From an optimization exercise on the open Yosys and OpenROAD flow, aimed at small area, a short achievable clock period and few clock cycles per item; shortcuts taken in it are not production practice. The RTL was checked by simulation tests, not by an equivalence proof against the original design. Power and IR drop assume default switching activity.

==> design.v <==
module erf_decoder (
    input  wire         clk,
    input  wire         rst,
    input  wire         in_valid,
    output wire         in_ready,
    input  wire         in_vreset,
    input  wire         in_en,
    input  wire [119:0] in_pkt,
    output reg          out_valid,
    input  wire         out_ready,
    output wire         out_trigger,
    output wire [4:0]   out_err,
    output reg  [39:0]  out_ts,
    output reg  [1:0]   out_seq,
    output reg  [7:0]   out_sync,
    output reg  [15:0]  out_crc_rx,
    output wire [15:0]  out_crc_calc,
    output reg  [31:0]  out_flags_lo,
    output reg  [5:0]   out_flags_hi,
    output reg  [2:0]   out_grp_r,
    output reg  [2:0]   out_grp_s,
    output reg  [3:0]   out_pkt_err,
    output reg          out_mode,
    output reg  [4:0]   out_aux
);
    wire [15:0]  synd_in;
    wire cx0 = in_pkt[64] ^ in_pkt[92];
    wire cx1 = in_pkt[20] ^ in_pkt[91];
    wire cx2 = in_pkt[35] ^ in_pkt[113];
    wire cx3 = in_pkt[57] ^ in_pkt[118];
    wire cx4 = in_pkt[106] ^ in_pkt[119];
    wire cx5 = in_pkt[44] ^ in_pkt[63];
    wire cx6 = in_pkt[89] ^ in_pkt[111];
    wire cx7 = in_pkt[86] ^ in_pkt[112];
    wire cx8 = in_pkt[43] ^ cx5;
    wire cx9 = in_pkt[88] ^ in_pkt[94];
    wire cx10 = in_pkt[71] ^ cx4;
    wire cx11 = in_pkt[85] ^ cx0;
    wire cx12 = in_pkt[25] ^ in_pkt[105];
    wire cx13 = in_pkt[45] ^ in_pkt[65];
    wire cx14 = in_pkt[23] ^ in_pkt[29];
    wire cx15 = in_pkt[72] ^ cx1;
    wire cx16 = in_pkt[66] ^ in_pkt[87];
    wire cx17 = in_pkt[33] ^ in_pkt[61];
    wire cx18 = in_pkt[16] ^ in_pkt[62];
    wire cx19 = in_pkt[26] ^ in_pkt[27];
    wire cx20 = in_pkt[24] ^ in_pkt[30];
    wire cx21 = in_pkt[19] ^ in_pkt[90];
    wire cx22 = in_pkt[32] ^ in_pkt[107];
    wire cx23 = in_pkt[22] ^ in_pkt[28];
    wire cx24 = in_pkt[60] ^ in_pkt[70];
    wire cx25 = in_pkt[47] ^ cx2;
    wire cx26 = in_pkt[18] ^ in_pkt[83];
    wire cx27 = cx3 ^ cx18;
    wire cx28 = in_pkt[37] ^ cx6;
    wire cx29 = in_pkt[31] ^ in_pkt[104];
    wire cx30 = in_pkt[17] ^ in_pkt[21];
    wire cx31 = in_pkt[93] ^ cx13;
    wire cx32 = in_pkt[82] ^ cx9;
    wire cx33 = in_pkt[41] ^ cx17;
    wire cx34 = in_pkt[84] ^ in_pkt[110];
    wire cx35 = in_pkt[34] ^ cx7;
    wire cx36 = in_pkt[67] ^ cx24;
    wire cx37 = in_pkt[96] ^ in_pkt[99];
    wire cx38 = in_pkt[95] ^ cx19;
    wire cx39 = in_pkt[59] ^ in_pkt[69];
    wire cx40 = in_pkt[49] ^ in_pkt[74];
    wire cx41 = in_pkt[97] ^ in_pkt[115];
    wire cx42 = in_pkt[46] ^ in_pkt[108];
    wire cx43 = in_pkt[40] ^ in_pkt[50];
    wire cx44 = in_pkt[52] ^ cx30;
    wire cx45 = in_pkt[73] ^ in_pkt[100];
    wire cx46 = in_pkt[42] ^ in_pkt[98];
    wire cx47 = in_pkt[117] ^ cx37;
    wire cx48 = in_pkt[48] ^ in_pkt[68];
    wire cx49 = in_pkt[116] ^ cx12;
    wire cx50 = in_pkt[102] ^ cx23;
    wire cx51 = in_pkt[39] ^ in_pkt[101];
    wire cx52 = cx14 ^ cx21;
    wire cx53 = cx22 ^ cx34;
    wire cx54 = cx16 ^ cx25;
    wire cx55 = in_pkt[38] ^ in_pkt[81];
    wire cx56 = cx8 ^ cx11;
    wire cx57 = in_pkt[36] ^ in_pkt[114];
    wire cx58 = in_pkt[51] ^ in_pkt[76];
    wire cx59 = cx15 ^ cx20;
    wire cx60 = in_pkt[78] ^ cx50;
    wire cx61 = in_pkt[75] ^ in_pkt[109];
    wire cx62 = cx31 ^ cx35;
    wire cx63 = in_pkt[54] ^ in_pkt[103];
    wire cx64 = in_pkt[56] ^ in_pkt[58];
    wire cx65 = cx46 ^ cx55;
    wire cx66 = cx10 ^ cx38;
    wire cx67 = cx27 ^ cx65;
    wire cx68 = cx49 ^ cx52;
    wire cx69 = in_pkt[75] ^ in_pkt[77];
    wire cx70 = cx43 ^ cx69;
    wire cx71 = cx33 ^ cx53;
    wire cx72 = cx40 ^ cx64;
    wire cx73 = cx32 ^ cx44;
    wire cx74 = in_pkt[55] ^ cx29;
    wire cx75 = cx48 ^ cx57;
    wire cx76 = in_pkt[110] ^ cx58;
    wire cx77 = cx56 ^ cx62;
    wire cx78 = cx39 ^ cx45;
    wire cx79 = cx42 ^ cx51;
    wire cx80 = cx41 ^ cx63;
    wire cx81 = cx15 ^ cx28;
    wire cx82 = cx2 ^ cx61;
    wire cx83 = in_pkt[38] ^ cx7;
    wire cx84 = cx66 ^ cx67;
    wire cx85 = cx78 ^ cx83;
    wire cx86 = cx0 ^ cx44;
    wire cx87 = in_pkt[23] ^ in_pkt[105];
    wire cx88 = in_pkt[68] ^ cx26;
    wire cx89 = in_pkt[79] ^ cx10;
    wire cx90 = in_pkt[71] ^ cx29;
    wire cx91 = cx36 ^ cx80;
    wire cx92 = in_pkt[18] ^ in_pkt[92];
    wire cx93 = in_pkt[17] ^ in_pkt[79];
    wire cx94 = in_pkt[29] ^ in_pkt[39];
    wire cx95 = in_pkt[53] ^ in_pkt[99];
    wire cx96 = cx72 ^ cx88;
    wire cx97 = in_pkt[28] ^ in_pkt[80];
    wire cx98 = cx14 ^ cx95;
    wire cx99 = cx47 ^ cx82;
    wire cx100 = in_pkt[58] ^ in_pkt[106];
    wire cx101 = in_pkt[114] ^ cx4;
    wire cx102 = in_pkt[66] ^ in_pkt[69];
    wire cx103 = in_pkt[20] ^ in_pkt[44];
    wire cx104 = in_pkt[35] ^ in_pkt[97];
    wire cx105 = in_pkt[96] ^ in_pkt[116];
    wire cx106 = in_pkt[91] ^ in_pkt[108];
    wire cx107 = in_pkt[16] ^ in_pkt[31];
    wire cx108 = cx6 ^ cx106;
    wire cx109 = in_pkt[32] ^ in_pkt[103];
    wire cx110 = cx40 ^ cx102;
    wire cx111 = in_pkt[74] ^ in_pkt[98];
    wire cx112 = in_pkt[48] ^ in_pkt[90];
    wire cx113 = in_pkt[21] ^ in_pkt[53];
    wire cx114 = cx56 ^ cx60;
    wire cx115 = in_pkt[80] ^ in_pkt[119];
    wire cx116 = cx11 ^ cx70;
    wire cx117 = cx3 ^ cx9;
    wire cx118 = cx85 ^ cx86;
    wire cx119 = cx43 ^ cx112;
    wire cx120 = in_pkt[33] ^ in_pkt[111];
    wire cx121 = cx12 ^ cx120;
    wire cx122 = cx26 ^ cx115;
    wire cx123 = cx32 ^ cx76;
    wire cx124 = cx28 ^ cx75;
    wire cx125 = in_pkt[72] ^ in_pkt[86];
    wire cx126 = in_pkt[19] ^ in_pkt[81];
    wire cx127 = cx20 ^ cx104;
    wire cx128 = cx54 ^ cx124;
    wire cx129 = cx79 ^ cx122;
    wire cx130 = in_pkt[61] ^ in_pkt[67];
    wire cx131 = cx22 ^ cx130;
    wire cx132 = in_pkt[30] ^ in_pkt[63];
    wire cx133 = in_pkt[40] ^ in_pkt[85];
    wire cx134 = cx116 ^ cx129;
    wire cx135 = cx66 ^ cx73;
    wire cx136 = in_pkt[51] ^ in_pkt[113];
    wire cx137 = cx107 ^ cx126;
    wire cx138 = in_pkt[46] ^ cx39;
    wire cx139 = in_pkt[27] ^ in_pkt[36];
    wire cx140 = in_pkt[0] ^ in_pkt[107];
    wire cx141 = cx1 ^ cx41;
    wire cx142 = cx42 ^ cx45;
    wire cx143 = cx57 ^ cx100;
    wire cx144 = cx113 ^ cx140;
    wire cx145 = cx36 ^ cx38;
    wire cx146 = cx76 ^ cx117;
    wire cx147 = cx121 ^ cx137;
    wire cx148 = cx141 ^ cx142;
    wire cx149 = cx143 ^ cx144;
    wire cx150 = cx54 ^ cx145;
    wire cx151 = cx146 ^ cx147;
    wire cx152 = cx148 ^ cx149;
    wire cx153 = cx77 ^ cx150;
    wire cx154 = cx151 ^ cx152;
    wire cx155 = cx153 ^ cx154;
    assign synd_in[0] = ~cx155;
    wire cx156 = in_pkt[1] ^ in_pkt[54];
    wire cx157 = in_pkt[58] ^ in_pkt[59];
    wire cx158 = in_pkt[77] ^ in_pkt[101];
    wire cx159 = in_pkt[109] ^ in_pkt[115];
    wire cx160 = cx0 ^ cx23;
    wire cx161 = cx42 ^ cx103;
    wire cx162 = cx105 ^ cx111;
    wire cx163 = cx156 ^ cx157;
    wire cx164 = cx158 ^ cx159;
    wire cx165 = cx131 ^ cx160;
    wire cx166 = cx161 ^ cx162;
    wire cx167 = cx163 ^ cx164;
    wire cx168 = cx62 ^ cx165;
    wire cx169 = cx166 ^ cx167;
    wire cx170 = cx128 ^ cx135;
    wire cx171 = cx168 ^ cx169;
    wire cx172 = cx170 ^ cx171;
    assign synd_in[1] = ~cx172;
    wire cx173 = in_pkt[2] ^ in_pkt[26];
    wire cx174 = in_pkt[31] ^ in_pkt[34];
    wire cx175 = in_pkt[49] ^ in_pkt[55];
    wire cx176 = in_pkt[70] ^ in_pkt[86];
    wire cx177 = cx26 ^ cx48;
    wire cx178 = cx55 ^ cx58;
    wire cx179 = cx61 ^ cx100;
    wire cx180 = cx173 ^ cx174;
    wire cx181 = cx175 ^ cx176;
    wire cx182 = cx27 ^ cx47;
    wire cx183 = cx78 ^ cx177;
    wire cx184 = cx178 ^ cx179;
    wire cx185 = cx180 ^ cx181;
    wire cx186 = cx68 ^ cx81;
    wire cx187 = cx182 ^ cx183;
    wire cx188 = cx184 ^ cx185;
    wire cx189 = cx114 ^ cx186;
    wire cx190 = cx187 ^ cx188;
    wire cx191 = cx189 ^ cx190;
    assign synd_in[2] = ~cx191;
    wire cx192 = in_pkt[3] ^ in_pkt[50];
    wire cx193 = in_pkt[76] ^ in_pkt[77];
    wire cx194 = in_pkt[82] ^ in_pkt[87];
    wire cx195 = in_pkt[103] ^ in_pkt[117];
    wire cx196 = in_pkt[118] ^ cx1;
    wire cx197 = cx5 ^ cx19;
    wire cx198 = cx24 ^ cx51;
    wire cx199 = cx192 ^ cx193;
    wire cx200 = cx194 ^ cx195;
    wire cx201 = cx31 ^ cx52;
    wire cx202 = cx53 ^ cx72;
    wire cx203 = cx127 ^ cx196;
    wire cx204 = cx197 ^ cx198;
    wire cx205 = cx199 ^ cx200;
    wire cx206 = cx89 ^ cx201;
    wire cx207 = cx202 ^ cx203;
    wire cx208 = cx204 ^ cx205;
    wire cx209 = cx118 ^ cx206;
    wire cx210 = cx207 ^ cx208;
    wire cx211 = cx209 ^ cx210;
    assign synd_in[3] = ~cx211;
    wire cx212 = in_pkt[4] ^ in_pkt[25];
    wire cx213 = in_pkt[59] ^ in_pkt[107];
    wire cx214 = in_pkt[111] ^ cx16;
    wire cx215 = cx17 ^ cx24;
    wire cx216 = cx111 ^ cx113;
    wire cx217 = cx136 ^ cx139;
    wire cx218 = cx212 ^ cx213;
    wire cx219 = cx31 ^ cx90;
    wire cx220 = cx117 ^ cx214;
    wire cx221 = cx215 ^ cx216;
    wire cx222 = cx217 ^ cx218;
    wire cx223 = cx59 ^ cx60;
    wire cx224 = cx219 ^ cx220;
    wire cx225 = cx221 ^ cx222;
    wire cx226 = cx134 ^ cx223;
    wire cx227 = cx224 ^ cx225;
    wire cx228 = cx226 ^ cx227;
    assign synd_in[4] = ~cx228;
    wire cx229 = in_pkt[5] ^ in_pkt[45];
    wire cx230 = in_pkt[52] ^ in_pkt[64];
    wire cx231 = in_pkt[70] ^ in_pkt[87];
    wire cx232 = in_pkt[100] ^ cx133;
    wire cx233 = cx139 ^ cx229;
    wire cx234 = cx230 ^ cx231;
    wire cx235 = cx8 ^ cx27;
    wire cx236 = cx80 ^ cx82;
    wire cx237 = cx98 ^ cx232;
    wire cx238 = cx233 ^ cx234;
    wire cx239 = cx60 ^ cx71;
    wire cx240 = cx81 ^ cx89;
    wire cx241 = cx235 ^ cx236;
    wire cx242 = cx237 ^ cx238;
    wire cx243 = cx239 ^ cx240;
    wire cx244 = cx241 ^ cx242;
    wire cx245 = cx243 ^ cx244;
    assign synd_in[5] = ~cx245;
    wire cx246 = in_pkt[6] ^ in_pkt[37];
    wire cx247 = in_pkt[41] ^ in_pkt[43];
    wire cx248 = in_pkt[51] ^ in_pkt[93];
    wire cx249 = in_pkt[94] ^ in_pkt[101];
    wire cx250 = cx93 ^ cx97;
    wire cx251 = cx246 ^ cx247;
    wire cx252 = cx248 ^ cx249;
    wire cx253 = cx74 ^ cx250;
    wire cx254 = cx251 ^ cx252;
    wire cx255 = cx54 ^ cx59;
    wire cx256 = cx68 ^ cx91;
    wire cx257 = cx253 ^ cx254;
    wire cx258 = cx84 ^ cx255;
    wire cx259 = cx256 ^ cx257;
    wire cx260 = cx258 ^ cx259;
    assign synd_in[6] = cx260;
    wire cx261 = in_pkt[7] ^ in_pkt[73];
    wire cx262 = in_pkt[102] ^ cx64;
    wire cx263 = cx92 ^ cx94;
    wire cx264 = cx97 ^ cx261;
    wire cx265 = cx8 ^ cx47;
    wire cx266 = cx49 ^ cx65;
    wire cx267 = cx74 ^ cx75;
    wire cx268 = cx131 ^ cx262;
    wire cx269 = cx263 ^ cx264;
    wire cx270 = cx59 ^ cx265;
    wire cx271 = cx266 ^ cx267;
    wire cx272 = cx268 ^ cx269;
    wire cx273 = cx135 ^ cx270;
    wire cx274 = cx271 ^ cx272;
    wire cx275 = cx273 ^ cx274;
    assign synd_in[7] = cx275;
    wire cx276 = in_pkt[8] ^ in_pkt[65];
    wire cx277 = cx18 ^ cx23;
    wire cx278 = cx57 ^ cx94;
    wire cx279 = cx109 ^ cx132;
    wire cx280 = cx133 ^ cx276;
    wire cx281 = cx35 ^ cx36;
    wire cx282 = cx47 ^ cx138;
    wire cx283 = cx277 ^ cx278;
    wire cx284 = cx279 ^ cx280;
    wire cx285 = cx54 ^ cx81;
    wire cx286 = cx96 ^ cx123;
    wire cx287 = cx281 ^ cx282;
    wire cx288 = cx283 ^ cx284;
    wire cx289 = cx285 ^ cx286;
    wire cx290 = cx287 ^ cx288;
    wire cx291 = cx289 ^ cx290;
    assign synd_in[8] = cx291;
    wire cx292 = in_pkt[9] ^ in_pkt[83];
    wire cx293 = in_pkt[84] ^ in_pkt[88];
    wire cx294 = in_pkt[95] ^ cx3;
    wire cx295 = cx41 ^ cx132;
    wire cx296 = cx292 ^ cx293;
    wire cx297 = cx33 ^ cx36;
    wire cx298 = cx52 ^ cx70;
    wire cx299 = cx90 ^ cx294;
    wire cx300 = cx295 ^ cx296;
    wire cx301 = cx297 ^ cx298;
    wire cx302 = cx299 ^ cx300;
    wire cx303 = cx118 ^ cx128;
    wire cx304 = cx301 ^ cx302;
    wire cx305 = cx303 ^ cx304;
    assign synd_in[9] = ~cx305;
    wire cx306 = in_pkt[10] ^ in_pkt[21];
    wire cx307 = in_pkt[22] ^ in_pkt[25];
    wire cx308 = in_pkt[45] ^ in_pkt[47];
    wire cx309 = in_pkt[78] ^ in_pkt[94];
    wire cx310 = cx21 ^ cx45;
    wire cx311 = cx48 ^ cx92;
    wire cx312 = cx105 ^ cx125;
    wire cx313 = cx306 ^ cx307;
    wire cx314 = cx308 ^ cx309;
    wire cx315 = cx8 ^ cx28;
    wire cx316 = cx79 ^ cx110;
    wire cx317 = cx127 ^ cx310;
    wire cx318 = cx311 ^ cx312;
    wire cx319 = cx313 ^ cx314;
    wire cx320 = cx71 ^ cx315;
    wire cx321 = cx316 ^ cx317;
    wire cx322 = cx318 ^ cx319;
    wire cx323 = cx84 ^ cx320;
    wire cx324 = cx321 ^ cx322;
    wire cx325 = cx323 ^ cx324;
    assign synd_in[10] = cx325;
    wire cx326 = in_pkt[11] ^ in_pkt[53];
    wire cx327 = in_pkt[60] ^ in_pkt[65];
    wire cx328 = in_pkt[79] ^ in_pkt[92];
    wire cx329 = in_pkt[100] ^ in_pkt[115];
    wire cx330 = cx30 ^ cx51;
    wire cx331 = cx87 ^ cx125;
    wire cx332 = cx326 ^ cx327;
    wire cx333 = cx328 ^ cx329;
    wire cx334 = cx50 ^ cx101;
    wire cx335 = cx110 ^ cx119;
    wire cx336 = cx330 ^ cx331;
    wire cx337 = cx332 ^ cx333;
    wire cx338 = cx67 ^ cx99;
    wire cx339 = cx123 ^ cx334;
    wire cx340 = cx335 ^ cx336;
    wire cx341 = cx337 ^ cx338;
    wire cx342 = cx339 ^ cx340;
    wire cx343 = cx341 ^ cx342;
    assign synd_in[11] = cx343;
    wire cx344 = in_pkt[12] ^ in_pkt[22];
    wire cx345 = in_pkt[24] ^ in_pkt[49];
    wire cx346 = in_pkt[57] ^ in_pkt[60];
    wire cx347 = in_pkt[89] ^ in_pkt[102];
    wire cx348 = cx13 ^ cx19;
    wire cx349 = cx63 ^ cx103;
    wire cx350 = cx344 ^ cx345;
    wire cx351 = cx346 ^ cx347;
    wire cx352 = cx25 ^ cx33;
    wire cx353 = cx35 ^ cx49;
    wire cx354 = cx98 ^ cx137;
    wire cx355 = cx348 ^ cx349;
    wire cx356 = cx350 ^ cx351;
    wire cx357 = cx73 ^ cx352;
    wire cx358 = cx353 ^ cx354;
    wire cx359 = cx355 ^ cx356;
    wire cx360 = cx134 ^ cx357;
    wire cx361 = cx358 ^ cx359;
    wire cx362 = cx360 ^ cx361;
    assign synd_in[12] = cx362;
    wire cx363 = in_pkt[13] ^ in_pkt[17];
    wire cx364 = in_pkt[42] ^ in_pkt[55];
    wire cx365 = in_pkt[73] ^ in_pkt[109];
    wire cx366 = in_pkt[112] ^ in_pkt[117];
    wire cx367 = cx20 ^ cx26;
    wire cx368 = cx29 ^ cx87;
    wire cx369 = cx363 ^ cx364;
    wire cx370 = cx365 ^ cx366;
    wire cx371 = cx27 ^ cx32;
    wire cx372 = cx108 ^ cx119;
    wire cx373 = cx367 ^ cx368;
    wire cx374 = cx369 ^ cx370;
    wire cx375 = cx71 ^ cx91;
    wire cx376 = cx371 ^ cx372;
    wire cx377 = cx373 ^ cx374;
    wire cx378 = cx114 ^ cx375;
    wire cx379 = cx376 ^ cx377;
    wire cx380 = cx378 ^ cx379;
    assign synd_in[13] = ~cx380;
    wire cx381 = in_pkt[14] ^ in_pkt[24];
    wire cx382 = in_pkt[62] ^ in_pkt[95];
    wire cx383 = in_pkt[109] ^ in_pkt[118];
    wire cx384 = cx34 ^ cx46;
    wire cx385 = cx93 ^ cx109;
    wire cx386 = cx136 ^ cx381;
    wire cx387 = cx382 ^ cx383;
    wire cx388 = cx10 ^ cx33;
    wire cx389 = cx74 ^ cx108;
    wire cx390 = cx384 ^ cx385;
    wire cx391 = cx386 ^ cx387;
    wire cx392 = cx68 ^ cx96;
    wire cx393 = cx388 ^ cx389;
    wire cx394 = cx390 ^ cx391;
    wire cx395 = cx77 ^ cx392;
    wire cx396 = cx393 ^ cx394;
    wire cx397 = cx395 ^ cx396;
    assign synd_in[14] = cx397;
    wire cx398 = in_pkt[15] ^ in_pkt[18];
    wire cx399 = in_pkt[26] ^ in_pkt[42];
    wire cx400 = in_pkt[50] ^ in_pkt[52];
    wire cx401 = in_pkt[56] ^ in_pkt[57];
    wire cx402 = in_pkt[62] ^ in_pkt[80];
    wire cx403 = in_pkt[94] ^ in_pkt[104];
    wire cx404 = cx16 ^ cx21;
    wire cx405 = cx398 ^ cx399;
    wire cx406 = cx400 ^ cx401;
    wire cx407 = cx402 ^ cx403;
    wire cx408 = cx53 ^ cx101;
    wire cx409 = cx121 ^ cx138;
    wire cx410 = cx404 ^ cx405;
    wire cx411 = cx406 ^ cx407;
    wire cx412 = cx59 ^ cx99;
    wire cx413 = cx408 ^ cx409;
    wire cx414 = cx410 ^ cx411;
    wire cx415 = cx77 ^ cx412;
    wire cx416 = cx413 ^ cx414;
    wire cx417 = cx415 ^ cx416;
    assign synd_in[15] = cx417;
    wire [3:0]   synd_nz_in = {|synd_in[15:12], |synd_in[11:8], |synd_in[7:4], |synd_in[3:0]};
    wire [39:0] i_ts   = in_pkt[119:80];
    wire [1:0]  i_seq  = in_pkt[25:24];
    wire [7:0]  i_sync = in_pkt[23:16];
    wire [7:0]  b3 = in_pkt[31:24];
    wire [7:0]  b4 = in_pkt[39:32];
    wire [7:0]  b5 = in_pkt[47:40];
    wire [7:0]  b6 = in_pkt[55:48];
    wire [7:0]  b7 = in_pkt[63:56];
    wire [7:0]  b8 = in_pkt[71:64];
    wire [7:0]  b9 = in_pkt[79:72];
    wire [37:0] i_flags = {b9, b8, b7[7:1], b6[5:0], b5[7:3], b4[7:4]};
    wire [135:0] i_res = {i_ts, i_seq, i_sync, in_pkt[15:0], synd_in, i_flags,
                          b5[0], b5[1], b5[2], b6[6], b6[7], b7[0],
                          b4[3:0], b3[7], b3[6:2]};
    reg          c_seq_have;
    reg  [1:0]   c_last_seq;
    reg          c_sync_have;
    reg          c_last_sync;   
    reg  [39:0]  c_last_ts;
    reg          u_seq;    
    reg          u_sync;   
    reg          u_ts;     
    reg          r_trig;
    reg          r_seq_bad;
    reg          r_sync_rep;
    reg          r_sync_bad;
    reg          r_ts_bad;
    reg  [15:0]  r_synd;
    reg  [3:0]   r_synd_nz;
    assign out_crc_calc = r_synd ^ out_crc_rx;
    wire crc_ok = (r_synd_nz == 4'd0);
    assign out_trigger = r_trig & crc_ok;
    assign out_err     = crc_ok ? {r_ts_bad, r_sync_bad, r_sync_rep, r_seq_bad, 1'b0} : 5'h01;
    reg          c_ts_nz;
    reg          r_ts_nz;
    wire         e_seq  = u_seq  & crc_ok;
    wire         e_sync = u_sync & crc_ok;
    wire         e_ts   = u_ts   & crc_ok;
    wire         s_seq_have  = c_seq_have | e_seq;
    wire [1:0]   s_last_seq  = e_seq ? out_seq : c_last_seq;
    wire         s_sync_have = c_sync_have | e_sync;
    wire         s_last_sync = e_sync ? out_sync[0] : c_last_sync;
    wire [39:0]  s_last_ts   = e_ts ? out_ts : c_last_ts;
    wire         s_ts_nz     = e_ts ? r_ts_nz : c_ts_nz;
    assign in_ready = !out_valid || out_ready;
    wire acc     = in_valid && in_ready;
    wire acc_dec = acc && !in_vreset;
    wire clr     = rst || (acc && in_vreset);
    wire hold    = out_valid && !out_ready;
    wire ld      = !hold && in_en;
    wire tc_g0_0 = i_ts[0] & ~s_last_ts[0];
    wire tc_p0_0 = i_ts[0] | ~s_last_ts[0];
    wire tc_g1_0 = i_ts[1] & ~s_last_ts[1];
    wire tc_p1_0 = i_ts[1] | ~s_last_ts[1];
    wire tc_g2_0 = i_ts[2] & ~s_last_ts[2];
    wire tc_p2_0 = i_ts[2] | ~s_last_ts[2];
    wire tc_g3_0 = i_ts[3] & ~s_last_ts[3];
    wire tc_p3_0 = i_ts[3] | ~s_last_ts[3];
    wire tc_g4_0 = i_ts[4] & ~s_last_ts[4];
    wire tc_p4_0 = i_ts[4] | ~s_last_ts[4];
    wire tc_g5_0 = i_ts[5] & ~s_last_ts[5];
    wire tc_p5_0 = i_ts[5] | ~s_last_ts[5];
    wire tc_g6_0 = i_ts[6] & ~s_last_ts[6];
    wire tc_p6_0 = i_ts[6] | ~s_last_ts[6];
    wire tc_g7_0 = i_ts[7] & ~s_last_ts[7];
    wire tc_p7_0 = i_ts[7] | ~s_last_ts[7];
    wire tc_g8_0 = i_ts[8] & ~s_last_ts[8];
    wire tc_p8_0 = i_ts[8] | ~s_last_ts[8];
    wire tc_g9_0 = i_ts[9] & ~s_last_ts[9];
    wire tc_p9_0 = i_ts[9] | ~s_last_ts[9];
    wire tc_g10_0 = i_ts[10] & ~s_last_ts[10];
    wire tc_p10_0 = i_ts[10] | ~s_last_ts[10];
    wire tc_g11_0 = i_ts[11] & ~s_last_ts[11];
    wire tc_p11_0 = i_ts[11] | ~s_last_ts[11];
    wire tc_g12_0 = i_ts[12] & ~s_last_ts[12];
    wire tc_p12_0 = i_ts[12] | ~s_last_ts[12];
    wire tc_g13_0 = i_ts[13] & ~s_last_ts[13];
    wire tc_p13_0 = i_ts[13] | ~s_last_ts[13];
    wire tc_g14_0 = i_ts[14] & ~s_last_ts[14];
    wire tc_p14_0 = i_ts[14] | ~s_last_ts[14];
    wire tc_g15_0 = i_ts[15] & ~s_last_ts[15];
    wire tc_p15_0 = i_ts[15] | ~s_last_ts[15];
    wire tc_g16_0 = i_ts[16] & ~s_last_ts[16];
    wire tc_p16_0 = i_ts[16] | ~s_last_ts[16];
    wire tc_g17_0 = i_ts[17] & ~s_last_ts[17];
    wire tc_p17_0 = i_ts[17] | ~s_last_ts[17];
    wire tc_g18_0 = i_ts[18] & ~s_last_ts[18];
    wire tc_p18_0 = i_ts[18] | ~s_last_ts[18];
    wire tc_g19_0 = i_ts[19] & ~s_last_ts[19];
    wire tc_p19_0 = i_ts[19] | ~s_last_ts[19];
    wire tc_g20_0 = i_ts[20] & ~s_last_ts[20];
    wire tc_p20_0 = i_ts[20] | ~s_last_ts[20];
    wire tc_g21_0 = i_ts[21] & ~s_last_ts[21];
    wire tc_p21_0 = i_ts[21] | ~s_last_ts[21];
    wire tc_g22_0 = i_ts[22] & ~s_last_ts[22];
    wire tc_p22_0 = i_ts[22] | ~s_last_ts[22];
    wire tc_g23_0 = i_ts[23] & ~s_last_ts[23];
    wire tc_p23_0 = i_ts[23] | ~s_last_ts[23];
    wire tc_g24_0 = i_ts[24] & ~s_last_ts[24];
    wire tc_p24_0 = i_ts[24] | ~s_last_ts[24];
    wire tc_g25_0 = i_ts[25] & ~s_last_ts[25];
    wire tc_p25_0 = i_ts[25] | ~s_last_ts[25];
    wire tc_g26_0 = i_ts[26] & ~s_last_ts[26];
    wire tc_p26_0 = i_ts[26] | ~s_last_ts[26];
    wire tc_g27_0 = i_ts[27] & ~s_last_ts[27];
    wire tc_p27_0 = i_ts[27] | ~s_last_ts[27];
    wire tc_g28_0 = i_ts[28] & ~s_last_ts[28];
    wire tc_p28_0 = i_ts[28] | ~s_last_ts[28];
    wire tc_g29_0 = i_ts[29] & ~s_last_ts[29];
    wire tc_p29_0 = i_ts[29] | ~s_last_ts[29];
    wire tc_g30_0 = i_ts[30] & ~s_last_ts[30];
    wire tc_p30_0 = i_ts[30] | ~s_last_ts[30];
    wire tc_g31_0 = i_ts[31] & ~s_last_ts[31];
    wire tc_p31_0 = i_ts[31] | ~s_last_ts[31];
    wire tc_g32_0 = i_ts[32] & ~s_last_ts[32];
    wire tc_p32_0 = i_ts[32] | ~s_last_ts[32];
    wire tc_g33_0 = i_ts[33] & ~s_last_ts[33];
    wire tc_p33_0 = i_ts[33] | ~s_last_ts[33];
    wire tc_g34_0 = i_ts[34] & ~s_last_ts[34];
    wire tc_p34_0 = i_ts[34] | ~s_last_ts[34];
    wire tc_g35_0 = i_ts[35] & ~s_last_ts[35];
    wire tc_p35_0 = i_ts[35] | ~s_last_ts[35];
    wire tc_g36_0 = i_ts[36] & ~s_last_ts[36];
    wire tc_p36_0 = i_ts[36] | ~s_last_ts[36];
    wire tc_g37_0 = i_ts[37] & ~s_last_ts[37];
    wire tc_p37_0 = i_ts[37] | ~s_last_ts[37];
    wire tc_g38_0 = i_ts[38] & ~s_last_ts[38];
    wire tc_p38_0 = i_ts[38] | ~s_last_ts[38];
    wire tc_g39_0 = i_ts[39] & ~s_last_ts[39];
    wire tc_p39_0 = i_ts[39] | ~s_last_ts[39];
    wire tc_g0_1 = tc_g1_0 | (tc_p1_0 & tc_g0_0);
    wire tc_p0_1 = tc_p1_0 & tc_p0_0;
    wire tc_g1_1 = tc_g3_0 | (tc_p3_0 & tc_g2_0);
    wire tc_p1_1 = tc_p3_0 & tc_p2_0;
    wire tc_g2_1 = tc_g5_0 | (tc_p5_0 & tc_g4_0);
    wire tc_p2_1 = tc_p5_0 & tc_p4_0;
    wire tc_g3_1 = tc_g7_0 | (tc_p7_0 & tc_g6_0);
    wire tc_p3_1 = tc_p7_0 & tc_p6_0;
    wire tc_g4_1 = tc_g9_0 | (tc_p9_0 & tc_g8_0);
    wire tc_p4_1 = tc_p9_0 & tc_p8_0;
    wire tc_g5_1 = tc_g11_0 | (tc_p11_0 & tc_g10_0);
    wire tc_p5_1 = tc_p11_0 & tc_p10_0;
    wire tc_g6_1 = tc_g13_0 | (tc_p13_0 & tc_g12_0);
    wire tc_p6_1 = tc_p13_0 & tc_p12_0;
    wire tc_g7_1 = tc_g15_0 | (tc_p15_0 & tc_g14_0);
    wire tc_p7_1 = tc_p15_0 & tc_p14_0;
    wire tc_g8_1 = tc_g17_0 | (tc_p17_0 & tc_g16_0);
    wire tc_p8_1 = tc_p17_0 & tc_p16_0;
    wire tc_g9_1 = tc_g19_0 | (tc_p19_0 & tc_g18_0);
    wire tc_p9_1 = tc_p19_0 & tc_p18_0;
    wire tc_g10_1 = tc_g21_0 | (tc_p21_0 & tc_g20_0);
    wire tc_p10_1 = tc_p21_0 & tc_p20_0;
    wire tc_g11_1 = tc_g23_0 | (tc_p23_0 & tc_g22_0);
    wire tc_p11_1 = tc_p23_0 & tc_p22_0;
    wire tc_g12_1 = tc_g25_0 | (tc_p25_0 & tc_g24_0);
    wire tc_p12_1 = tc_p25_0 & tc_p24_0;
    wire tc_g13_1 = tc_g27_0 | (tc_p27_0 & tc_g26_0);
    wire tc_p13_1 = tc_p27_0 & tc_p26_0;
    wire tc_g14_1 = tc_g29_0 | (tc_p29_0 & tc_g28_0);
    wire tc_p14_1 = tc_p29_0 & tc_p28_0;
    wire tc_g15_1 = tc_g31_0 | (tc_p31_0 & tc_g30_0);
    wire tc_p15_1 = tc_p31_0 & tc_p30_0;
    wire tc_g16_1 = tc_g33_0 | (tc_p33_0 & tc_g32_0);
    wire tc_p16_1 = tc_p33_0 & tc_p32_0;
    wire tc_g17_1 = tc_g35_0 | (tc_p35_0 & tc_g34_0);
    wire tc_p17_1 = tc_p35_0 & tc_p34_0;
    wire tc_g18_1 = tc_g37_0 | (tc_p37_0 & tc_g36_0);
    wire tc_p18_1 = tc_p37_0 & tc_p36_0;
    wire tc_g19_1 = tc_g39_0 | (tc_p39_0 & tc_g38_0);
    wire tc_p19_1 = tc_p39_0 & tc_p38_0;
    wire tc_g0_2 = tc_g1_1 | (tc_p1_1 & tc_g0_1);
    wire tc_p0_2 = tc_p1_1 & tc_p0_1;
    wire tc_g1_2 = tc_g3_1 | (tc_p3_1 & tc_g2_1);
    wire tc_p1_2 = tc_p3_1 & tc_p2_1;
    wire tc_g2_2 = tc_g5_1 | (tc_p5_1 & tc_g4_1);
    wire tc_p2_2 = tc_p5_1 & tc_p4_1;
    wire tc_g3_2 = tc_g7_1 | (tc_p7_1 & tc_g6_1);
    wire tc_p3_2 = tc_p7_1 & tc_p6_1;
    wire tc_g4_2 = tc_g9_1 | (tc_p9_1 & tc_g8_1);
    wire tc_p4_2 = tc_p9_1 & tc_p8_1;
    wire tc_g5_2 = tc_g11_1 | (tc_p11_1 & tc_g10_1);
    wire tc_p5_2 = tc_p11_1 & tc_p10_1;
    wire tc_g6_2 = tc_g13_1 | (tc_p13_1 & tc_g12_1);
    wire tc_p6_2 = tc_p13_1 & tc_p12_1;
    wire tc_g7_2 = tc_g15_1 | (tc_p15_1 & tc_g14_1);
    wire tc_p7_2 = tc_p15_1 & tc_p14_1;
    wire tc_g8_2 = tc_g17_1 | (tc_p17_1 & tc_g16_1);
    wire tc_p8_2 = tc_p17_1 & tc_p16_1;
    wire tc_g9_2 = tc_g19_1 | (tc_p19_1 & tc_g18_1);
    wire tc_p9_2 = tc_p19_1 & tc_p18_1;
    wire tc_g0_3 = tc_g1_2 | (tc_p1_2 & tc_g0_2);
    wire tc_p0_3 = tc_p1_2 & tc_p0_2;
    wire tc_g1_3 = tc_g3_2 | (tc_p3_2 & tc_g2_2);
    wire tc_p1_3 = tc_p3_2 & tc_p2_2;
    wire tc_g2_3 = tc_g5_2 | (tc_p5_2 & tc_g4_2);
    wire tc_p2_3 = tc_p5_2 & tc_p4_2;
    wire tc_g3_3 = tc_g7_2 | (tc_p7_2 & tc_g6_2);
    wire tc_p3_3 = tc_p7_2 & tc_p6_2;
    wire tc_g4_3 = tc_g9_2 | (tc_p9_2 & tc_g8_2);
    wire tc_p4_3 = tc_p9_2 & tc_p8_2;
    wire tc_g0_4 = tc_g1_3 | (tc_p1_3 & tc_g0_3);
    wire tc_p0_4 = tc_p1_3 & tc_p0_3;
    wire tc_g1_4 = tc_g3_3 | (tc_p3_3 & tc_g2_3);
    wire tc_p1_4 = tc_p3_3 & tc_p2_3;
    wire tc_g0_5 = tc_g1_4 | (tc_p1_4 & tc_g0_4);
    wire tc_p0_5 = tc_p1_4 & tc_p0_4;
    wire tc_g0_6 = tc_g4_3 | (tc_p4_3 & tc_g0_5);
    wire ts_gt = tc_g0_6;
    wire sync_bad = !((i_sync == 8'h55) || (i_sync == 8'hAA));
    wire seq_bad_c  = c_seq_have && (i_seq != c_last_seq + 2'd1);
    wire seq_bad_o  = (i_seq != out_seq + 2'd1);
    wire seq_bad    = e_seq ? seq_bad_o : seq_bad_c;
    wire sync_rep_c = c_sync_have && (i_sync[0] == c_last_sync);
    wire sync_rep_o = (i_sync[0] == out_sync[0]);
    wire sync_rep   = e_sync ? sync_rep_o : sync_rep_c;
    wire ts_bad     = s_ts_nz && !ts_gt;
    wire [135:0] res_q = {out_ts, out_seq, out_sync, out_crc_rx, r_synd,
                          out_flags_hi, out_flags_lo, out_grp_r, out_grp_s,
                          out_pkt_err, out_mode, out_aux};
    wire [135:0] res_d = ({136{ld}} & i_res) | ({136{hold}} & res_q);
    always @(posedge clk) begin
        if (clr) begin
            c_seq_have  <= 1'b0;
            c_last_seq  <= 2'd0;
            c_sync_have <= 1'b0;
            c_last_sync <= 1'b0;
            c_last_ts   <= 40'd0;
            c_ts_nz     <= 1'b0;
        end else begin
            c_seq_have  <= s_seq_have;
            c_last_seq  <= s_last_seq;
            c_sync_have <= s_sync_have;
            c_last_sync <= s_last_sync;
            c_last_ts   <= s_last_ts;
            c_ts_nz     <= s_ts_nz;
        end
        if (rst || !acc_dec) begin
            u_seq  <= 1'b0;
            u_sync <= 1'b0;
            u_ts   <= 1'b0;
        end else begin
            u_seq  <= in_en;
            u_sync <= in_en && !sync_bad;
            u_ts   <= in_en && !sync_bad && !ts_bad;
        end
        if (rst)
            out_valid <= 1'b0;
        else if (acc)
            out_valid <= !in_vreset;
        else if (out_ready)
            out_valid <= 1'b0;
        if (!hold) begin
            r_trig     <= in_en && !sync_bad;
            r_seq_bad  <= in_en && seq_bad;
            r_sync_bad <= in_en && sync_bad;
            r_sync_rep <= in_en && !sync_bad && sync_rep;
            r_ts_bad   <= in_en && !sync_bad && ts_bad;
            r_ts_nz    <= in_en && (i_ts != 40'd0);
            r_synd_nz  <= {4{in_en}} & synd_nz_in;
        end
        {out_ts, out_seq, out_sync, out_crc_rx, r_synd,
         out_flags_hi, out_flags_lo, out_grp_r, out_grp_s,
         out_pkt_err, out_mode, out_aux} <= res_d;
    end
endmodule
==> flow/run.sh <==
#!/bin/bash
# ORFS layout with these changes:
#  - synthesis maps the logic with flow/map.abc (structural choices and
#    area-recovering mapping, keeping the XOR network of the RTL) instead of
#    ORFS's delay-first ABC script; everything else in synthesis, including
#    the flip-flop mapping, is synth_recipe.tcl unchanged;
#  - the port buffers are buf_1 cells (buffer_ports otherwise picks
#    clkdlybuf4s50_1 delay cells).
set -euo pipefail
W=$(pwd)
{
  echo "proc abc {args} { set i [lsearch \$args -script]; if {\$i >= 0} { lset args [expr {\$i+1}] $W/flow/map.abc }; yosys abc {*}\$args }"
  cat synth_recipe.tcl
} > flow_synth.tcl
sed "s#SYNTH_SCRIPT=[^ ]*#SYNTH_SCRIPT=$W/flow_synth.tcl#" standard.sh > flow_standard.sh
grep -q "SYNTH_SCRIPT=$W/flow_synth.tcl" flow_standard.sh
export BUFFER_PORTS_ARGS="-buffer_cell sky130_fd_sc_hd__buf_1"
bash flow_standard.sh > standard.log 2>&1
==> flow/map.abc <==
&get -n
&st
&dch
&nf
&put
==> standard.sh <==
#!/bin/bash
# synth_recipe.tcl (not shown) runs the flow's synth.tcl, then flattens the netlist and writes it again
# the make line also repeats each setting of config.mk as NAME=value (left out here)
make -C /OpenROAD-flow-scripts/flow DESIGN_CONFIG=/design/flow/config.mk WORK_HOME=/design/flow/orfs CLKGATE_MAP_FILE= SYNTH_SCRIPT=/design/flow/synth_recipe.tcl "${@:-finish}"
==> config.mk <==
export PLATFORM = sky130hd
export DESIGN_NAME = erf_decoder
export DESIGN_NICKNAME = erf_decoder
export VERILOG_FILES = /design/flow/design.v
export SDC_FILE = /design/flow/constraint.sdc
export NUM_CORES = 4
export LEC_CHECK = 0
export CAP_MARGIN = 20
export CORE_MARGIN = 2
export CORE_UTILIZATION = 65
export CTS_BUF_LIST = sky130_fd_sc_hd__clkbuf_8
export PLACE_DENSITY = 0.7
export SETUP_SLACK_MARGIN = 2.75
export SLEW_MARGIN = 20
==> constraint.sdc <==
create_clock -name core_clock -period 6.0 [get_ports {clk}]
set_input_delay 1.2000 -clock core_clock [delete_from_list [all_inputs] [get_ports {clk}]]
set_output_delay 1.2000 -clock core_clock [all_outputs]
set_load 0.01 [all_outputs]
==> results.json, run 1 <==
{
  "clock_network_fraction_of_total_power_pct": 18.7,
  "grt_first_pass_wirelength_mm": 49.8,
  "synth_cells": 1026,
  "timing.critical_path.to_type": "register",
  "top_level_pins": 270,
  "drv_slew": 0,
  "syn_nets": 1152,
  "critPathLaunchType": "register",
  "worst_skew_pair.late_latency_ns": 0.49,
  "routedWlPerCell_um": 21.5,
  "sequential_cell_area_um2": 4020,
  "max_cap_viols": 0,
  "vdd_ir_max_uv": 229,
  "synth-edff-count": 10,
  "dominant_combinational_cell_family_by_area_after_synthesis": "XOR/XNOR gates",
  "postRouteAntennaNets": 0,
  "detailed_routing_iteration_count_for_the_pre_antenna_repair_pass": 5,
  "power.switching_mw": 1.83,
  "finalWirelength_mm": 33.6,
  "most_common_library_cell_in_the_layout_ignoring_fill_and_taps": "sky130_fd_sc_hd__xnor2_1",
  "vias_after_detailed_routing": 9327,
  "root_cell_of_the_clock_tree": "sky130_fd_sc_hd__clkbuf_8",
  "cts_hold_repair.buffers": 0,
  "pwr_density_cell_nw_per_um2": 365,
  "hold_viol": 0,
  "cts_inserted_buffers": 17,
  "worst_ep_arrival_time_ns": 3.54,
  "cts_tree": "yes",
  "die_area_um2": 17400,
  "fmaxAchievable_mhz": 304,
  "final_util_pct": 81.2,
  "footprint_of_the_multi_input_gates_um2": 6960,
  "synth_xor_xnor_area_share_pct": 36.2,
  "layout_common_cells": "sky130_fd_sc_hd__xnor2_1 (288), sky130_fd_sc_hd__buf_1 (254), sky130_fd_sc_hd__dfxtp_1 (186)",
  "skew_ns": 0.0183,
  "chipHeight_um": 132,
  "post-place-cells": 1516,
  "fillerInstances": 1099,
  "grt_max_degree": 71,
  "synthAdderAreaFrac_pct": 0,
  "final_layout_size_suffix_gt1_share_pct": 8.75,
  "synthMuxAreaShare_pct": 3.58,
  "clkSlewWorstSetupHoldPaths_ns": 0.11,
  "async_reset_ff_share_pct": 0,
  "postSynth.topFlopCell": "sky130_fd_sc_hd__dfxtp_1",
  "synth_seq_area_share_pct": 37.9,
  "synth.distinct_cells": 39,
  "ctsLongestPathBuffers": 2,
  "p_comb_share_pct": 48.8,
  "timing.hold.worst.class": "register to register",
  "post_synth_design_cell_area_um2": 10600,
  "grt_util_all_layers_pct": 37.2,
  "leakage_nw": 5.00,
  "post_synthesis_share_of_cell_area_spent_on_and_or_nand_and_nor_gates_pct": 5.98,
  "nNetsFinal": 1462,
  "postSynthRegisterBits": 196,
  "numClockSinks": 196,
  "yosys_warnings": 1,
  "status": "complete, no violations",
  "final-instance-count-excl-fill": 1565,
  "finalWeightedCongestion": 1.02,
  "number_of_core_rows": 46,
  "report.final.setup_viol": 0,
  "drc": 0,
  "grt_antenna_before_repair": 0,
  "detail_route.iter0.violations": 692,
  "critPathMaxFanout": 7,
  "floorplan.initialDensity_pct": 66.6,
  "first_global_vias": 8932,
  "vias_per_inst": 5.96,
  "final.setup.tns_ns": 0,
  "power.share.sequential_pct": 32.5,
  "diodes": 0,
  "syn2layout_area_growth_pct": 22.0,
  "p_sw_share_pct": 38.8,
  "rsz0062_at_grt": "yes",
  "internal_power_mw": 2.89,
  "gr-total-overflow": 0,
  "tightestPinTransition_ns": 0.757,
  "floorplan.core_area_um2": 15900,
  "min_period_ns": 3.29,
  "complex_gate_fraction_of_the_synthesized_area_pct": 16.0,
  "port_buffers": 269,
  "dp.final_hpwl_mm": 25.3,
  "timing.max_slew.rel_slack_pct": 49.6,
  "cp.required_ns": 6.25,
  "floorplan.die.width_um": 132,
  "final.period_utilization_pct": 54.9,
  "htree_num_levels": 4,
  "worstSetupPathType": "register to register",
  "syn_avg_cell_area_um2": 10.3
}
-- metal layers --
metal	vias to the layer above	routed length, um	GRT usage [%]
li1	4239	-	-
met1	4511	13400	47.0
met2	494	16400	62.7
met3	83	2560	7.11
met4	0	1290	15.6
met5	-	0	0
-- final timing paths --
| path | slack, ns | start | endpoint | cells after the start |
|---|---|---|---|---|
| worst max-delay path | 2.71 | r_synd_nz[2] | r_ts_bad | 13 |
| worst min-delay path | 0.48 | r_synd[10] | r_synd[10] | 2 |
| worst max register to register | 2.71 | r_synd_nz[2] | r_ts_bad | 13 |
| worst min register to register | 0.48 | r_synd[10] | r_synd[10] | 2 |
-- stage by stage --
step	worst slack, ns	hold WS (ns)	instance area (um2)	power (mW)
2_1_floorplan	-0.157	0.438	10700	3.20
6_report	2.71	0.480	13000	4.73
3_3_place_gp	1.93	0.451	12000	3.73
4_1_cts	2.74	0.481	12600	4.65
3_5_place_dp	1.90	0.462	12000	3.75
5_1_grt	2.60	0.501	13000	4.94
-- power groups by stage --
stage	Clock (mW)	Combinational (mW)	Sequential, mW
floorplan	0	1.64	1.57
global placement	0	2.17	1.56
detailed placement	0	2.19	1.56
CTS	0.888	2.23	1.53
global route	0.944	2.45	1.55
finish	0.885	2.31	1.54
-- flip-flops by register name (all words and copies together), names as in the netlist, 2 cells and up --
signal        cells
c_last_seq        2
c_last_ts        40
out_aux           5
out_crc_rx       16
out_flags_hi      6
out_flags_lo     32
out_grp_r         3
out_grp_s         3
out_pkt_err       4
out_seq           2
out_sync          8
out_ts           40
r_synd           16
r_synd_nz         4
-- cell usage after synthesis (2+ instances only) --
cell / n / area share (%)
sky130_fd_sc_hd__a21oi_1: 7 / 0.33
sky130_fd_sc_hd__nand2_1: 23 / 0.81
sky130_fd_sc_hd__a22o_1: 131 / 11
sky130_fd_sc_hd__a22oi_1: 12 / 0.85
sky130_fd_sc_hd__a21o_1: 6 / 0.42
sky130_fd_sc_hd__o21ai_0: 15 / 0.71
sky130_fd_sc_hd__xnor3_1: 4 / 0.85
sky130_fd_sc_hd__dfxtp_1: 186 / 35
sky130_fd_sc_hd__nor3_1: 7 / 0.33
sky130_fd_sc_hd__a211oi_1: 3 / 0.21
sky130_fd_sc_hd__o211ai_1: 6 / 0.42
sky130_fd_sc_hd__o22ai_1: 6 / 0.35
sky130_fd_sc_hd__clkinv_1: 10 / 0.35
sky130_fd_sc_hd__o221a_1: 3 / 0.32
sky130_fd_sc_hd__o221ai_1: 2 / 0.17
sky130_fd_sc_hd__nand3_1: 2 / 0.094
sky130_fd_sc_hd__a211o_1: 5 / 0.41
sky130_fd_sc_hd__o21a_1: 2 / 0.14
sky130_fd_sc_hd__a31oi_1: 4 / 0.24
sky130_fd_sc_hd__nor2_1: 73 / 2.6
sky130_fd_sc_hd__nor4_1: 19 / 1.1
sky130_fd_sc_hd__xor2_1: 121 / 10
sky130_fd_sc_hd__nor2b_1: 2 / 0.12
sky130_fd_sc_hd__nand4_1: 3 / 0.18
sky130_fd_sc_hd__mux2i_1: 38 / 3.6
sky130_fd_sc_hd__edfxtp_1: 10 / 2.8
sky130_fd_sc_hd__and2_0: 8 / 0.47
sky130_fd_sc_hd__xnor2_1: 307 / 25
-- critical path: stages (launching register included) --
cell and delay, ns:
sky130_fd_sc_hd__edfxtp_1 0.44, sky130_fd_sc_hd__nor4_4 0.30, sky130_fd_sc_hd__buf_6 0.17, sky130_fd_sc_hd__buf_12 0.13, sky130_fd_sc_hd__nand2_8 0.09, sky130_fd_sc_hd__buf_12 0.19
sky130_fd_sc_hd__mux2i_4 0.20, sky130_fd_sc_hd__o22ai_1 0.14, sky130_fd_sc_hd__or3_1 0.39, sky130_fd_sc_hd__a31oi_2 0.16, sky130_fd_sc_hd__a211oi_2 0.08, sky130_fd_sc_hd__o41a_1 0.36
sky130_fd_sc_hd__nor4_2 0.32, sky130_fd_sc_hd__nor4_1 0.08
-- cell type report --
class	count	share of cell area [%]
Multi-Input combinational cell	821	53.7
Inverter	10	0.309
Sequential cell	196	31.1
Timing Repair Buffer	290	9.64
Tap cell	216	2.09
Clock inverter	15	1.35
Clock buffer	17	1.81
-- kinds of logic after synthesis --
| family | after synthesis |
|---|---|
| simple gates | 141 |
| buf+inv | 10 |
| mux | 38 |
| xor+xnor | 432 |
| flops | 196 |
| compound gates | 209 |
-- what timing repair did --
item,CTS,global route
gates cloned,1,1
buffers inserted,1,14
resized for setup,21,46
setup endpoints to repair,11,9
pin swaps,1,5
Testbench counts, summed over its fixed seeds: cycles 2,408, items 2,365.
==> run 2, diff against run 1 <==
--- a/config.mk
+++ b/config.mk
@@ -9,3 +9,3 @@
 export CORE_MARGIN = 2
-export CORE_UTILIZATION = 65
+export CORE_UTILIZATION = 52
 export CTS_BUF_LIST = sky130_fd_sc_hd__clkbuf_8
==> results.json, run 2 <==
{
  "clock_network_fraction_of_total_power_pct": 19.6,
  "grt_util_all_layers_pct": 30.4,
  "final.setup.worst_slack_ns": 2.76,
  "htree_num_levels": 4,
  "dp.final_hpwl_mm": 26.0,
  "power.share.sequential_pct": 32.0,
  "first_global_vias": 8554,
  "syn_avg_cell_area_um2": 10.3,
  "final_layout_size_suffix_gt1_share_pct": 9.47,
  "post_synth_design_cell_area_um2": 10600,
  "floorplan.core_area_um2": 20100,
  "grt_antenna_before_repair": 0,
  "synth_cells": 1026,
  "most_common_library_cell_in_the_layout_ignoring_fill_and_taps": "sky130_fd_sc_hd__xnor2_1",
  "power.switching_mw": 1.87,
  "timing.critical_path.to_type": "register",
  "vias_after_detailed_routing": 8912,
  "diodes": 0,
  "synth_seq_area_share_pct": 37.9,
  "syn2layout_area_growth_pct": 23.4,
  "layout_common_cells": "sky130_fd_sc_hd__xnor2_1 (278), sky130_fd_sc_hd__buf_1 (253), sky130_fd_sc_hd__dfxtp_1 (186)",
  "p_total_mw": 4.77,
  "postRouteAntennaNets": 0,
  "min_period_ns": 3.24,
  "floorplan.initialDensity_pct": 52.8,
  "drv_slew": 0,
  "critPathMaxFanout": 4,
  "rsz0062_at_grt": "yes",
  "nNetsFinal": 1454,
  "cts_inserted_buffers": 17,
  "worstSetupPathType": "input pin to register",
  "internal_power_mw": 2.90,
  "drc": 0,
  "leakage_nw": 5.04,
  "fmaxAchievable_mhz": 309,
  "synth_common_cells": "sky130_fd_sc_hd__xnor2_1 (307), sky130_fd_sc_hd__dfxtp_1 (186), sky130_fd_sc_hd__a22o_1 (131)",
  "syn_nets": 1152,
  "async_reset_ff_share_pct": 0,
  "post-synth-top-area-cell": "sky130_fd_sc_hd__dfxtp_1",
  "port_buffers": 269,
  "timing.max_slew.rel_slack_pct": 39.1,
  "max_cap_viols": 0,
  "post-synth-top-count-cell": "sky130_fd_sc_hd__xnor2_1",
  "detailed_place.area_um2": 12100,
  "pwr_density_cell_nw_per_um2": 365,
  "ctsLongestPathBuffers": 2,
  "status": "complete, no violations",
  "chipHeight_um": 147,
  "grt_max_degree": 89,
  "top_level_pins": 270,
  "final.period_utilization_pct": 54.0,
  "p_sw_share_pct": 39.2,
  "p_comb_share_pct": 48.3,
  "finalWeightedCongestion": 0.986,
  "hold_viol": 0,
  "cts_tree": "yes",
  "report.final.setup_viol": 0,
  "timing.hold.worst.class": "register to register",
  "postSynthRegisterBits": 196,
  "final_design_area_no_fill_um2": 13100,
  "vdd_ir_max_uv": 176,
  "detail_route.iter0.violations": 555,
  "fillerInstances": 1758,
  "number_of_core_rows": 52,
  "critPathLaunchType": "input pin",
  "cts_hold_repair.buffers": 0,
  "postSynth.topFlopCell": "sky130_fd_sc_hd__dfxtp_1",
  "root_cell_of_the_clock_tree": "sky130_fd_sc_hd__clkbuf_8",
  "footprint_of_the_multi_input_gates_um2": 7070,
  "detailed_routing_iteration_count_for_the_pre_antenna_repair_pass": 5,
  "skew_ns": 0.0129,
  "tightestPinTransition_ns": 0.913,
  "grt_first_pass_wirelength_mm": 50.1,
  "cp.required_ns": 6.22,
  "numClockSinks": 196,
  "worst_ep_arrival_time_ns": 3.46,
  "finalWirelength_mm": 34.0,
  "sequential_cell_area_um2": 4020,
  "yosys_warnings": 1,
  "clkSlewWorstSetupHoldPaths_ns": 0.10,
  "gr-total-overflow": 0,
  "synth-edff-count": 10,
  "floorplan.die.width_um": 147,
  "worst_skew_pair.late_latency_ns": 0.48,
  "vias_per_inst": 5.53,
  "synth.top_cell.area_share_pct": 35.1,
  "synth.distinct_cells": 39,
  "final.setup.tns_ns": 0,
  "routedWlPerCell_um": 21.1,
  "post_synth_main_area_contributors": "sky130_fd_sc_hd__dfxtp_1 (35%), sky130_fd_sc_hd__xnor2_1 (25%), sky130_fd_sc_hd__a22o_1 (11%)",
  "die_area_um2": 21600,
  "place_worst_setup_slack_ns": 1.90
}
[run 2: changes by cell type in the layout (fill, tap and decap cells not counted), sizes merged]
| cell | before | now |
|---|---|---|
| inv | 8 | 6 |
| clkbuf | 29 | 28 |
| buf | 278 | 271 |
| clkinv | 13 | 16 |
| clkinvlp | 2 | 1 |
[run 2: final timing paths]
kind                start      endpoint  slack [ns]  cells after the start
min             r_synd[0]     r_synd[0]        0.47                      2
max            in_pkt[49]  r_synd_nz[0]        2.76                     10
min reg2reg     r_synd[0]     r_synd[0]        0.47                      2
max reg2reg  r_synd_nz[2]      r_ts_bad        2.92                     10
[run 2: metal layers]
layer / vias up / GRT usage (%) / wire length (um) / share of wire [%]
met5: - / 0 / 0 / 0
met4: 0 / 11.6 / 1310 / 3.9
met3: 70 / 5.31 / 2180 / 6.4
met2: 349 / 50.0 / 16100 / 47
met1: 4280 / 40.2 / 14400 / 42
li1: 4213 / - / - / -
[run 2: area by class of cell]
| type | instances | share of cell area (%) |
|---|---|---|
| Clock buffer | 17 | 1.79 |
| Clock inverter | 15 | 1.59 |
| Inverter | 10 | 0.287 |
| Multi-Input combinational cell | 821 | 54.0 |
| Sequential cell | 196 | 30.7 |
| Tap cell | 270 | 2.58 |
| Timing Repair Buffer | 282 | 9.00 |
[run 2: logic make-up (layout without fill, tap and decap cells)]
group	Yosys count	count (layout)	synth area share, %
muxes	38	38	3.58
buffers and inverters	10	324	0.354
and+or+nand+nor	141	142	5.98
DFF	196	196	37.9
AOI/OAI and AO/OA	209	209	16.0
xor gates and xnor gates	432	432	36.2
[run 2: worst max-delay path, stage by stage]
cell                      delay, ns
sky130_fd_sc_hd__buf_1         0.37
sky130_fd_sc_hd__xor2_2        0.29
sky130_fd_sc_hd__xor2_2        0.28
sky130_fd_sc_hd__xor2_1        0.21
sky130_fd_sc_hd__xnor2_1       0.10
sky130_fd_sc_hd__xnor2_1       0.29
sky130_fd_sc_hd__xnor2_1       0.21
sky130_fd_sc_hd__xnor2_1       0.13
sky130_fd_sc_hd__nor2_1        0.25
sky130_fd_sc_hd__a31oi_1       0.12
[run 2: what timing repair did]
| item | 4_1_cts | 5_1_grt |
|---|---|---|
| endpoints found under the setup margin | 6 | 8 |
| buffers inserted | 0 | 4 |
| resized for setup | 33 | 44 |
| pin swaps | 1 | 1 |
| cloned | 1 | 2 |
[run 2: power by group through the flow]
stage / Combinational [mW] / Sequential, mW / Clock, mW
after floorplan: 1.64 / 1.57 / 0
after global placement: 2.20 / 1.56 / 0
after detailed placement: 2.22 / 1.56 / 0
after CTS: 2.25 / 1.53 / 0.952
after global routing: 2.46 / 1.54 / 1.00
final: 2.31 / 1.53 / 0.937
[run 2: stage by stage]
step           instances  hold WS, ns  utilization [%]
3_5_place_dp        1572        0.458             60.2
3_3_place_gp        1572        0.453             60.2
6_report            1611        0.469             65.1
5_1_grt             1611        0.493             65.1
2_1_floorplan       1026        0.438                -
4_1_cts             1605        0.472             63.4
==> run 3, diff against run 2 <==
--- a/config.mk
+++ b/config.mk
@@ -9,4 +9,5 @@
 export CORE_MARGIN = 2
-export CORE_UTILIZATION = 52
+export CORE_UTILIZATION = 60
 export CTS_BUF_LIST = sky130_fd_sc_hd__clkbuf_8
+export GPL_ROUTABILITY_DRIVEN = 0
 export PLACE_DENSITY = 0.7
==> results.json, run 3 <==
{
  "status": "complete, no violations",
  "floorplan.initialDensity_pct": 61.4,
  "chipHeight_um": 137,
  "cpMaxStageDelayCell": "sky130_fd_sc_hd__buf_1",
  "worstSetupPathType": "input pin to register",
  "fmaxAchievable_mhz": 309,
  "postSynth.topFlopCell": "sky130_fd_sc_hd__dfxtp_1",
  "critical_path_destination": "r_synd_nz[2]",
  "timing.hold.worst.class": "register to register",
  "postRouteAntennaNets": 0,
  "yosys_warnings": 1,
  "r2r.worst_path.cells": 12,
  "critPathMaxFanout": 5,
  "vias_per_inst": 5.79,
  "cts_tree": "yes",
  "syn_nets": 1152,
  "synth.top_cell.area_share_pct": 35.1,
  "drc": 0,
  "grt_max_degree": 75,
  "crit-reg2reg-capture": "r_ts_bad",
  "most_common_library_cell_in_the_layout_ignoring_fill_and_taps": "sky130_fd_sc_hd__xnor2_1",
  "syn_avg_cell_area_um2": 10.3,
  "startpoint": "in_pkt[20]",
  "critPathLaunchType": "input pin",
  "cts_inserted_buffers": 17,
  "whs_path_depth": 2,
  "timing.max_slew.rel_slack_pct": 44.6,
  "fillerInstances": 1368,
  "final.period_utilization_pct": 53.9,
  "leakage_nw": 4.94,
  "root_cell_of_the_clock_tree": "sky130_fd_sc_hd__clkbuf_8",
  "detailed_place.area_um2": 12000,
  "max_cap_viols": 0,
  "vias_after_detailed_routing": 9071,
  "number_of_core_rows": 48,
  "pwr_density_cell_nw_per_um2": 366,
  "floorplan.core_area_um2": 17300,
  "layout_common_cells": "sky130_fd_sc_hd__xnor2_1 (290), sky130_fd_sc_hd__buf_1 (258), sky130_fd_sc_hd__dfxtp_1 (186)",
  "clkSlewWorstSetupHoldPaths_ns": 0.10,
  "critical-path-max-stage-delay_ns": 0.43,
  "skew_ns": 0.0142,
  "synth-edff-count": 10,
  "htree_num_levels": 4,
  "path_common_cell": "sky130_fd_sc_hd__xnor2_1",
  "final_design_area_no_fill_um2": 12800,
  "final.setup.tns_ns": 0,
  "critical_path.reg2reg.startpoint": "r_synd_nz[1]",
  "final-instance-count-excl-fill": 1567,
  "first_global_vias": 8492,
  "grt_util_all_layers_pct": 34.0,
  "worst_ep_arrival_time_ns": 3.46,
  "post_synth_design_cell_area_um2": 10600,
  "syn2layout_area_growth_pct": 20.5,
  "drv_slew": 0,
  "routedWlPerCell_um": 20.8,
  "synth_seq_area_share_pct": 37.9,
  "finalWirelength_mm": 32.6,
  "synth_cells": 1026,
  "grt_antenna_before_repair": 0,
  "post-place-cells": 1525,
  "detailed_routing_iteration_count_for_the_pre_antenna_repair_pass": 5,
  "final_layout_size_suffix_gt1_share_pct": 7.45,
  "diodes": 0,
  "floorplan.die.width_um": 137,
  "worst_skew_pair.late_latency_ns": 0.48,
  "ctsLongestPathBuffers": 2,
  "top_level_pins": 270,
  "grt_first_pass_wirelength_mm": 47.4,
  "async_reset_ff_share_pct": 0,
  "path_cells": "buf_1 -> xor2_2 -> xnor2_2 -> xor2_1 -> xnor2_1 -> xnor2_1 -> xnor2_1 -> nor2_1 -> a31oi_1",
  "port_buffers": 269,
  "min_period_ns": 3.24,
  "synth.distinct_cells": 39,
  "postSynthRegisterBits": 196,
  "synth_common_cells": "sky130_fd_sc_hd__xnor2_1 (307), sky130_fd_sc_hd__dfxtp_1 (186), sky130_fd_sc_hd__a22o_1 (131)",
  "die_area_um2": 18800,
  "vdd_ir_max_uv": 245,
  "cpLargestDelayFamily": "XOR/XNOR gates",
  "post-synth-top-area-cell": "sky130_fd_sc_hd__dfxtp_1",
  "holdWs_ns": 0.480,
  "final_util_pct": 73.9,
  "gr-total-overflow": 0,
  "timing.critical_path.to_type": "register",
  "post_synth_main_area_contributors": "sky130_fd_sc_hd__dfxtp_1 (35%), sky130_fd_sc_hd__xnor2_1 (25%), sky130_fd_sc_hd__a22o_1 (11%)",
  "tightestPinTransition_ns": 0.831,
  "numClockSinks": 196,
  "path_depth": 9,
  "hold_viol": 0,
  "nNetsFinal": 1455,
  "worst-path-buf-inv": 1,
  "rsz0062_at_grt": "yes",
  "detail_route.iter0.violations": 683,
  "dp.final_hpwl_mm": 25.2,
  "post-synth-top-count-cell": "sky130_fd_sc_hd__xnor2_1",
  "report.final.setup_viol": 0,
  "regToRegSetupSlack_ns": 2.91,
  "cp.required_ns": 6.22
}
## run 3: how the worst min path moves through the flow
stage                          from               to  slack (ns)
floorplan                 r_synd[0]        r_synd[0]        0.44
global placement        c_sync_have      c_sync_have        0.45
detailed placement      c_sync_have      c_sync_have        0.46
CTS                       r_synd[0]        r_synd[0]        0.47
global route        out_flags_lo[1]  out_flags_lo[1]        0.50
finish                    r_synd[0]        r_synd[0]        0.48
## run 3: power breakdown
part / switching [mW] / internal (mW)
logic: 1.23 / 1.05
clock network: 0.504 / 0.354
registers: 0.0879 / 1.45
total: 1.82 / 2.85
## run 3: cell type report
type                       instances  area, um2  share of cell area [%]
tap                              225        282                    2.20
clock inverter                    14        143                    1.12
clock buffer                      18        248                    1.94
timing repair buffer             283       1150                    9.02
inverter                          10       40.0                   0.313
multi-input combinational        821       6900                    53.9
sequential                       196       4020                    31.5
## run 3: metal layers
metal | GRT usage (%) | up-vias | routed length, um
li1 | - | 4230 | -
met1 | 44.2 | 4361 | 13700
met2 | 54.6 | 391 | 15400
met3 | 5.44 | 89 | 2100
met4 | 17.1 | 0 | 1450
met5 | 0 | - | 0
## run 3: cell families after synthesis
| kind of cell | synth area share [%] |
|---|---|
| XOR/XNOR | 36.2 |
| buffers and inverters | 0.354 |
| AO/OA/AOI/OAI | 16.0 |
| AND/OR/NAND/NOR | 5.98 |
| multiplexers | 3.58 |
| flip-flops | 37.9 |
## run 3: per-stage QoR
step / total power, mW / worst slack [ns]
floorplan: 3.20 / -0.157
global placement: 3.72 / 2.03
detailed placement: 3.74 / 1.94
CTS: 4.63 / 2.76
global route: 4.89 / 2.69
finish: 4.68 / 2.76
## run 3: what timing repair did
item / 4_1_cts / 5_1_grt
pin swaps: 1 / 2
hold buffers: 0 / 0
setup endpoints to repair: 16 / 8
gates cloned: 0 / 1
setup buffers: 1 / 8
resized for setup: 17 / 30
## run 3: tightest hold or removal path: cells and delay by family, from the launching register on
family | cells | cell delay [ns]
DFF | 1 | 0.33
AOI/OAI and AO/OA | 1 | 0.05
and+or+nand+nor | 1 | 0.05

[what the ideal ports hide]
The results above use ideal ports. As a check the final layouts listed here were re-extracted and re-timed, cells and wires unchanged.
Step 1, drivers: a clkbuf_16 drives clk and a buf_2 each remaining input, both assumed.
Step 2, shift: input delay + t, output delay - t, t = (earliest + latest rising clock arrival at the registers) / 2. This alone moves slack from input paths to output paths.
Three values: ideal, step 1, step 2; two values: the first two.
run	shift t [ns]	setup slack, ns	worst setup path after step 2	pins driven straight from the clock port
run 1	0.524	2.709 / 2.709 / 2.283	input to register	1
run 2	0.516	2.762 / 2.776 / 2.260	input to register	1
run 3	0.516	2.765 / 2.784 / 2.268	input to register	1
After both steps every run listed still meets setup and hold. The setup slack of run 2, which loses most, moves by +0.014 ns with the drivers and by -0.502 ns with both steps.
